This is an optimization exercise on Yosys and OpenROAD, whose aim is small area, a short achievable clock period and few clock cycles per item, not a production implementation.
Only simulation tests tie the RTL to the original design; equivalence was not proved.
Power is estimated from default activity; no workload was simulated.

==> flow/design.v <==
module enc1750_fmt (
    input  wire [38:0] frac,    
    input  wire        c,       
    input  wire  [2:0] fsel,    
    input  wire        m39,     
    input  wire        m38,     
    input  wire  [7:0] xe0,     
    input  wire        xinc,    
    input  wire        xdec,    
    output wire [47:0] data
);
    wire [37:0] xs = frac[38:1];
    wire [7:0]  xa = xs[37:30];
    wire [13:0] xb = xs[29:16];
    wire [15:0] xc = xs[15:0];
    wire cc = c;
    wire cb = fsel[2] ? (c & (&xc)) : c;
    wire ca = fsel[0] ? c : cb & (&xb);
    wire [15:0] wc;
    wire [13:0] wb;
    wire [7:0]  wa;
    genvar i;
    generate
        for (i = 0; i < 16; i = i + 1) begin : g_c
            if (i == 0) assign wc[i] = xc[i] ^ cc;
            else        assign wc[i] = xc[i] ^ (cc & (&xc[i-1:0]));
        end
        for (i = 0; i < 14; i = i + 1) begin : g_b
            if (i == 0) assign wb[i] = xb[i] ^ cb;
            else        assign wb[i] = xb[i] ^ (cb & (&xb[i-1:0]));
        end
        for (i = 0; i < 8; i = i + 1) begin : g_a
            if (i == 0) assign wa[i] = xa[i] ^ ca;
            else        assign wa[i] = xa[i] ^ (ca & (&xa[i-1:0]));
        end
    endgenerate
    wire ina = fsel[0] | fsel[1] | fsel[2];
    wire inb = fsel[1] | fsel[2];
    wire inc = fsel[2];
    wire [7:0]  ma = wa & {8{ina}};
    wire [13:0] mb = wb & {14{inb}};
    wire [15:0] mc = wc & {16{inc}};
    wire [7:0] flip;
    generate
        for (i = 0; i < 8; i = i + 1) begin : g_e
            if (i == 0) assign flip[i] = xinc | xdec;
            else        assign flip[i] = (xinc & (&xe0[i-1:0])) | (xdec & ~(|xe0[i-1:0]));
        end
    endgenerate
    wire [7:0] xe = xe0 ^ flip;
    assign data = {m39, m38, ma, mb[13:8] | (xe[5:0] & {6{fsel[0]}}), mb[7:0],
                   xe & {8{~fsel[0]}}, mc};
endmodule
module enc1750_core (
    input  wire [63:0] value,
    input  wire  [7:0] width,
    output wire [52:0] sig,     
    output wire        subn,    
    output wire  [2:0] fsel,    
    output wire        m39,     
    output wire        m38,     
    output wire  [7:0] xe,      
    output wire        xinc,    
    output wire        xdec,    
    output wire        nf       
);
    wire        s  = value[63];
    wire [10:0] be = value[62:52];
    wire [51:0] fr = value[51:0];
    wire w16 = (width == 8'd16);
    wire w32 = (width == 8'd32);
    wire w48 = (width == 8'd48);
    wire wok = w16 | w32 | w48;
    wire nonfinite = &be;
    wire is_sub    = ~|be;
    wire is_zero   = is_sub & ~|fr;
    wire ok        = wok & ~nonfinite;
    assign sig    = {~is_sub, fr} ^ {53{s}};
    assign subn   = ok & is_sub & ~is_zero;
    assign fsel   = {w48, w32, w16} & {3{ok}};
    assign m39    = ok & ~is_zero & s;
    assign m38    = ok & ~is_zero & ~s;
    assign nf     = wok & nonfinite;
    wire ones16 = &fr[51:43], ones32 = &fr[42:29], ones48 = &fr[28:13];
    wire zer16  = ~|fr[51:43], zer32 = ~|fr[42:29], zer48 = ~|fr[28:13];
    wire all1 = ones16 & (w16 | (ones32 & (w32 | ones48)));
    wire all0 = zer16  & (w16 | (zer32  & (w32 | zer48)));
    wire inc  = ~s & all1;
    wire dec  = s & all0;
    wire lo8 = (be <= 11'd894),  hi8 = (be >= 11'd1149);
    wire lo6 = (be <= 11'd990),  hi6 = (be >= 11'd1053);
    wire [7:0] be2 = be[7:0] + 8'd2;
    wire [7:0] xf8 = lo8 ? 8'h80 : hi8 ? 8'h7f : be2;
    wire [5:0] xf6 = lo6 ? 6'h20 : hi6 ? 6'h1f : be2[5:0];
    wire inc_ok = w16 ? ((be >= 11'd990) & ~hi6) : ((be >= 11'd894) & ~hi8);
    wire dec_ok = w16 ? (~lo6 & (be <= 11'd1053)) : (~lo8 & (be <= 11'd1149));
    wire [7:0] xn = w16 ? {2'b00, xf6} : xf8;
    wire [7:0] xs = is_zero ? 8'h00 : is_sub ? (w16 ? 8'h20 : 8'h80) : xn;
    assign xe     = ok ? xs : 8'd0;
    assign xinc   = ok & ~is_sub & inc & inc_ok;
    assign xdec   = ok & ~is_sub & dec & dec_ok;
endmodule
module fp_encode_1750a (
    input  wire        clk,
    input  wire        rst,
    input  wire        in_valid,
    output wire        in_ready,
    input  wire [63:0] in_value,
    input  wire  [7:0] in_width,
    output wire        out_valid,
    input  wire        out_ready,
    output wire [47:0] out_data,
    output wire  [2:0] out_nbytes,
    output wire  [1:0] out_status
);
    wire [52:0] c_sig;
    wire        c_subn;
    wire  [2:0] c_fsel;
    wire        c_m39, c_m38;
    wire  [7:0] c_xe;
    wire        c_xinc, c_xdec;
    wire        c_nf;
    enc1750_core u_core (
        .value (in_value),
        .width (in_width),
        .sig   (c_sig),
        .subn  (c_subn),
        .fsel  (c_fsel),
        .m39   (c_m39),
        .m38   (c_m38),
        .xe    (c_xe),
        .xinc  (c_xinc),
        .xdec  (c_xdec),
        .nf    (c_nf)
    );
    reg        ov;       
    reg [52:0] sig_q;
    reg  [2:0] fsel_q;
    reg        m39_q, m38_q;
    reg  [7:0] xe_q;
    reg        xinc_q, xdec_q;
    reg        nf_q;
    reg        pend_q;   
    wire pend = (m39_q & sig_q[52]) | (m38_q & ~sig_q[52]);
    wire load = ~ov | (~pend & out_ready);
    assign in_ready  = ~rst & (~ov | (~pend_q & out_ready));
    assign out_valid = ~rst & ov & ~pend_q;
    wire top5z = m39_q ? &sig_q[52:48] : ~|sig_q[52:48];
    always @(posedge clk) begin
        if (rst) begin
            ov     <= 1'b0;
            pend_q <= 1'b0;
        end else if (load) begin
            ov     <= in_valid;
            pend_q <= in_valid & c_subn;
        end else if (pend) begin
            pend_q <= (top5z ? sig_q[47] : sig_q[51]) ~^ m39_q;
        end
    end
    wire sel_ld = load;
    wire sel_s5 = ~load & pend & top5z;
    wire sel_s1 = ~load & pend & ~top5z;
    wire sel_h  = ~load & ~pend;
    wire [52:0] sig_d = ({53{sel_ld}} & c_sig)
                      | ({53{sel_s5}} & {sig_q[47:0], {5{m39_q}}})
                      | ({53{sel_s1}} & {sig_q[51:0], m39_q})
                      | ({{40{sel_h}}, 13'd0} & sig_q);
    always @(posedge clk) sig_q <= sig_d;
    wire [2:0] fsel_d = load ? c_fsel : fsel_q;
    reg        c_q;
    always @(posedge clk)
        c_q <= (fsel_d[0] & sig_d[43]) | (fsel_d[1] & sig_d[29]) | (fsel_d[2] & sig_d[13]);
    always @(posedge clk) begin
        if (load) begin
            fsel_q   <= c_fsel;
            m39_q    <= c_m39;
            m38_q    <= c_m38;
            xe_q     <= c_xe;
            xinc_q   <= c_xinc;
            xdec_q   <= c_xdec;
            nf_q     <= c_nf;
        end
    end
    enc1750_fmt u_fmt (
        .frac(sig_q[51:13]),
        .c   (c_q),
        .fsel(fsel_q),
        .m39 (m39_q),
        .m38 (m38_q),
        .xe0 (xe_q),
        .xinc(xinc_q),
        .xdec(xdec_q),
        .data(out_data)
    );
    assign out_status = {nf_q, ~(fsel_q[0] | fsel_q[1] | fsel_q[2] | nf_q)};
    assign out_nbytes = {fsel_q[1] | fsel_q[2], fsel_q[0] | fsel_q[2], 1'b0};
endmodule
==> flow/flow/run.sh <==
#!/bin/bash
# The standard layout (standard.sh, the standard flow's own ORFS flow) with four changes:
# the port buffers are sky130_fd_sc_hd__buf_2 cells instead of the delay
# buffers buffer_ports picks by default (every port still gets a buffer),
# timing repair aims for a setup slack of 5.4 ns, clock tree synthesis adds
# no dummy loads, and the request data ports' buffers are made buf_1 and the
# reset and handshake ports' buffers buf_4 after
# global placement (flow/ports.tcl).
set -euo pipefail
export BUFFER_PORTS_ARGS="-buffer_cell sky130_fd_sc_hd__buf_2"
export SETUP_SLACK_MARGIN=5.4
export CTS_ARGS="-sink_clustering_enable -repair_clock_nets -buf_list sky130_fd_sc_hd__clkbuf_8 -dont_use_dummy_load"
export POST_GLOBAL_PLACE_TCL="$PWD/flow/ports.tcl"
bash standard.sh > standard.log 2>&1
==> flow/flow/ports.tcl <==
# After global placement: the buffers of the request data ports (in_value,
# in_width) become sky130_fd_sc_hd__buf_1. Every port keeps its buffer; the
# handshake and reset ports keep buf_2. Timing repair may resize them again.
set block [ord::get_db_block]
set n 0
foreach bterm [$block getBTerms] {
  set name [$bterm getName]
  if {[$bterm getIoType] ne "INPUT"} { continue }
  if {![string match "in_value*" $name] && ![string match "in_width*" $name]} { continue }
  set net [$bterm getNet]
  foreach iterm [$net getITerms] {
    set inst [$iterm getInst]
    if {[[$inst getMaster] getName] eq "sky130_fd_sc_hd__buf_2"} {
      replace_cell [get_cells [$inst getName]] sky130_fd_sc_hd__buf_1
      incr n
    }
  }
}
puts "ports.tcl: $n input buffers resized to buf_1"

# The reset and handshake ports' buffers become sky130_fd_sc_hd__buf_4: the
# paths from rst and out_ready to in_ready and out_valid set the period.
set m 0
foreach bterm [$block getBTerms] {
  set name [$bterm getName]
  if {[lsearch -exact {rst out_ready in_ready out_valid} $name] < 0} { continue }
  set net [$bterm getNet]
  foreach iterm [$net getITerms] {
    set inst [$iterm getInst]
    if {[[$inst getMaster] getName] eq "sky130_fd_sc_hd__buf_2"} {
      replace_cell [get_cells [$inst getName]] sky130_fd_sc_hd__buf_4
      incr m
    }
  }
}
puts "ports.tcl: $m handshake port buffers resized to buf_4"
==> flow/standard.sh <==
#!/bin/bash
# synth_recipe.tcl (not shown) runs the flow's synth.tcl, then flattens the netlist and writes it again
# the make line also repeats each setting of config.mk as NAME=value (left out here)
make -C /OpenROAD-flow-scripts/flow DESIGN_CONFIG=/design/flow/config.mk WORK_HOME=/design/flow/orfs CLKGATE_MAP_FILE= SYNTH_SCRIPT=/design/flow/synth_recipe.tcl "${@:-finish}"
==> flow/config.mk <==
export PLATFORM = sky130hd
export DESIGN_NAME = fp_encode_1750a
export DESIGN_NICKNAME = fp_encode_1750a
export VERILOG_FILES = /design/flow/design.v
export SDC_FILE = /design/flow/constraint.sdc
export NUM_CORES = 4
export LEC_CHECK = 0
export ABC_AREA = 0
export CAP_MARGIN = 20
export CORE_MARGIN = 2
export CORE_UTILIZATION = 40
export CTS_BUF_LIST = sky130_fd_sc_hd__clkbuf_8
export SLEW_MARGIN = 20
==> flow/constraint.sdc <==
create_clock -name core_clock -period 10.0 [get_ports {clk}]
set_input_delay 2.0000 -clock core_clock [delete_from_list [all_inputs] [get_ports {clk}]]
set_output_delay 2.0000 -clock core_clock [all_outputs]
set_load 0.01 [all_outputs]
==> flow_summary.toml <==
[outcome]
outcome = "finished clean"

[global_routing]
grt_pass1_wl_mm = 25.7
grt_pass1_vias = 5046
gr-total-overflow = 0
grt_antenna_before_repair = 1
grt_max_degree = 60
track_usage_pct = 22.5

[timing]
layout_worst_path_cycle_share_pct = 44.5
finalHoldViolCount = 0
setup_viol = 0
fin_crit_ps = 4450
relSlewSlack_pct = 32.6
fin_skew_ps = 31.8
rsz0062_at_grt = "false"
finalSetupTns_ps = 0
finalMaxSlewViolations = 0
worstMarginPinSlew_ps = 1010
worst_slack_ps = 5550
fmaxAchievable_mhz = 225

[placement]
dp_hpwl_mm = 12.0
io_buffer_count = 129
pre_cts_ws_ps = 5560
dp.cells = 927

[job]
drv_cap = 0

[clock_network]
clockBufferDepth = 2
cts_sinks = 72
h-tree-depth = 3
clockRootBuffer = "clkbuf_8"
cts_inserted_buffers = 9
clk_pin_slew_worst_paths_ps = 90
clk_latency_ps = 360
postCtsSetupRepairBufs = 0
cts_tree = "built"
cts-resized-gates = 1
holdBufCountCts = 0

[critical_path]
arrival_ps = 2450
cp.buffers_inverters = 2
critPathTopFamily = "simple AND/OR/NAND/NOR gates"
ff2ff_path_depth = 6
criticalPathCategory = "flip-flop to output port"
path_depth = 7
critPathMaxFanout = 12
cp-start-kind = "flip-flop"
slowest_delay_ps = 460
crit_chain = "inv_1, nand2_1, nor4_2, a21oi_2, or3_1, a21oi_1, buf_2"
critPathSlowestCell = "dfxtp_1"
required_ps = 8000
crit_path_end_kind = "output port"

[synthesis]
synth_cells = 663
ys_types = 67
syn_area_um2 = 5310
synthFlopType = "dfxtp_1"
ys_async_sr_fraction_pct = 0
synth_top_cell_area_share_pct = 22.3
ys_seq_area_share_pct = 29.6
syn_area_per_cell_um2 = 8.00
yosysWarnings = 1
ys_top_cells_by_count = "119 x nand2_1, 59 x dfxtp_1, 58 x xor2_1, 40 x nor2_1"
synthTopCellsByArea = "dfxtp_1 22%, xor2_1 9.6%, nand2_1 8.4%"
synth_edf_count = 13
synth_most_common_cell = "nand2_1"
synth-seq-cells = 72
syn_nets = 744
synth.largest_area_cell = "dfxtp_1"

[final_layout]
diodes = 0
drive_gt1_share_pct = 12.8
multi_input_area_um2 = 3480
final_nets = 843
syn_to_final_growth_pct = 14.3
register_area_um2 = 1570
fin_util_pct = 46.3
final_cells = 936
fillers = 1334

[pwr]
leakagePower_uw = 0.00249
power.density_nw_per_um2 = 120
power.ir.vdd_worst_uv = 57.5

[die]
initial_utilization_pct = 40.5
die-area_um2 = 14200
rows = 42
num_io_pins = 131
dieHeight_um = 119
core_area_um2 = 13100
die_x_um = 119

[routing]
wl_per_cell_um = 17.4
wl_mm = 16.3
first_pass_iters = 7
drt_iter0_drc = 635
drc_errors = 0
vias_per_cell = 5.74
vias = 5376
drtAntennaViolNets = 0

[worst_hold_path]
holdPathStages = 2
hp-class = "flip-flop to flip-flop"
## path summary, 6_finish.rpt
kind / start / end / slack, ps
setup reg to reg: sig_q[49]$_DFF_P_ / c_q$_DFF_P_ / 7170
setup / recovery: fsel_q[0]$_DFF_P_ / out_data[45] / 5550
hold reg to reg: sig_q[3]$_DFF_P_ / sig_q[4]$_DFF_P_ / 480
hold / removal: sig_q[3]$_DFF_P_ / sig_q[4]$_DFF_P_ / 480
## report_power, final
| part | total [µW] | switching (µW) | internal, µW | leakage, µW |
|---|---|---|---|---|
| combinational | 162 | 89.4 | 72.4 | 0.00178 |
| clock | 180 | 99.5 | 80.3 | 0.0000647 |
| sequential | 385 | 54.8 | 331 | 0.000645 |
## cell families after synthesis
| kind of cell | synth area share, % |
|---|---|
| other cells | 0.0707 |
| flops | 29.6 |
| xor+xnor | 15.7 |
| compound gates | 18.7 |
| mux | 1.72 |
| buf+inv | 5.28 |
| simple gates | 27.7 |
| fa+ha+maj | 1.18 |
## cells in the final DEF (no fill, tap or decap), types with 4 or more instances in the layout
master and n:
a21oi_1 17, nor2_1 40, nor3_1 9, inv_1 16
buf_1 72, clkbuf_8 9, ha_1 5, nor4_1 14
nand2_1 119, buf_4 9, nand4_1 18, xnor2_1 37
o22ai_1 11, o21ai_0 21, mux2i_1 8, and4_1 7
and2_1 23, a222oi_1 37, edfxtp_1 13, or2_2 6
buf_2 53, a22oi_1 5, xor2_1 58, and3_1 7
dfxtp_1 58, nor3b_1 4, nor2b_1 5, or4_1 4
or3_1 4, nand3_1 13
## tightest hold or removal path, delay by kind of cell (launching register included)
kind,cells,cell delay [ps]
flops,1,340
compound gates,1,70
simple gates,1,60
## state kept, by name (all words and copies together) (netlist names)
signal	count
sig_q	53
pend_q	1
m38_q	1
xinc_q	1
nf_q	1
m39_q	1
xe_q	8
fsel_q	3
xdec_q	1
ov	1
c_q	1
## metal layers
| metal | vias up | track usage [%] | share of wire, % |
|---|---|---|---|
| met4 | 2 | 7.22 | 1.6 |
| met1 | 2524 | 29.4 | 43 |
| li1 | 2615 | - | - |
| met2 | 214 | 36.7 | 48 |
| met5 | - | 0 | 0.080 |
| met3 | 21 | 5.46 | 7.7 |
## metrics by stage
step / total power [µW] / hold WS, ps / area (µm²)
6_report: 727 / 479 / 6060
5_1_grt: 766 / 501 / 6060
4_1_cts: 728 / 477 / 6040
3_5_place_dp: 550 / 462 / 5920
3_3_place_gp: 550 / 465 / 6000
2_1_floorplan: 487 / 431 / 5310
## layout make-up
| cell class | instances | area share, % |
|---|---|---|
| clock buffers | 9 | 2.04 |
| inverters | 17 | 1.05 |
| flip-flops and latches | 72 | 25.9 |
| multi-input cells | 528 | 57.4 |
| repair buffers | 134 | 9.95 |
| well taps | 176 | 3.63 |
Testbench counts, summed over its fixed seeds: cycles 24,809, items 24,000.

==> port drivers added, routing unchanged <==
Ports are ideal in the flow. The routed layout listed here was re-timed in OpenROAD. Step 1, drivers: a clkbuf_16 drives clk and a buf_2 each remaining input, both assumed. Step 2 also shifts input and output timing later by t, the mid clock arrival at the registers, as if the neighbouring blocks saw the same clock. a / b / c = ideal ports / drivers / drivers and shift; a / b = the first two.
shift t [ns]: 0.382
setup WS [ns]: 5.549 / 5.515 / 5.532
worst setup path at the end: input to output
After both steps setup and hold are still met in this run. For this run, drivers alone change the setup slack by -0.034 ns; drivers and shift together by -0.017 ns.
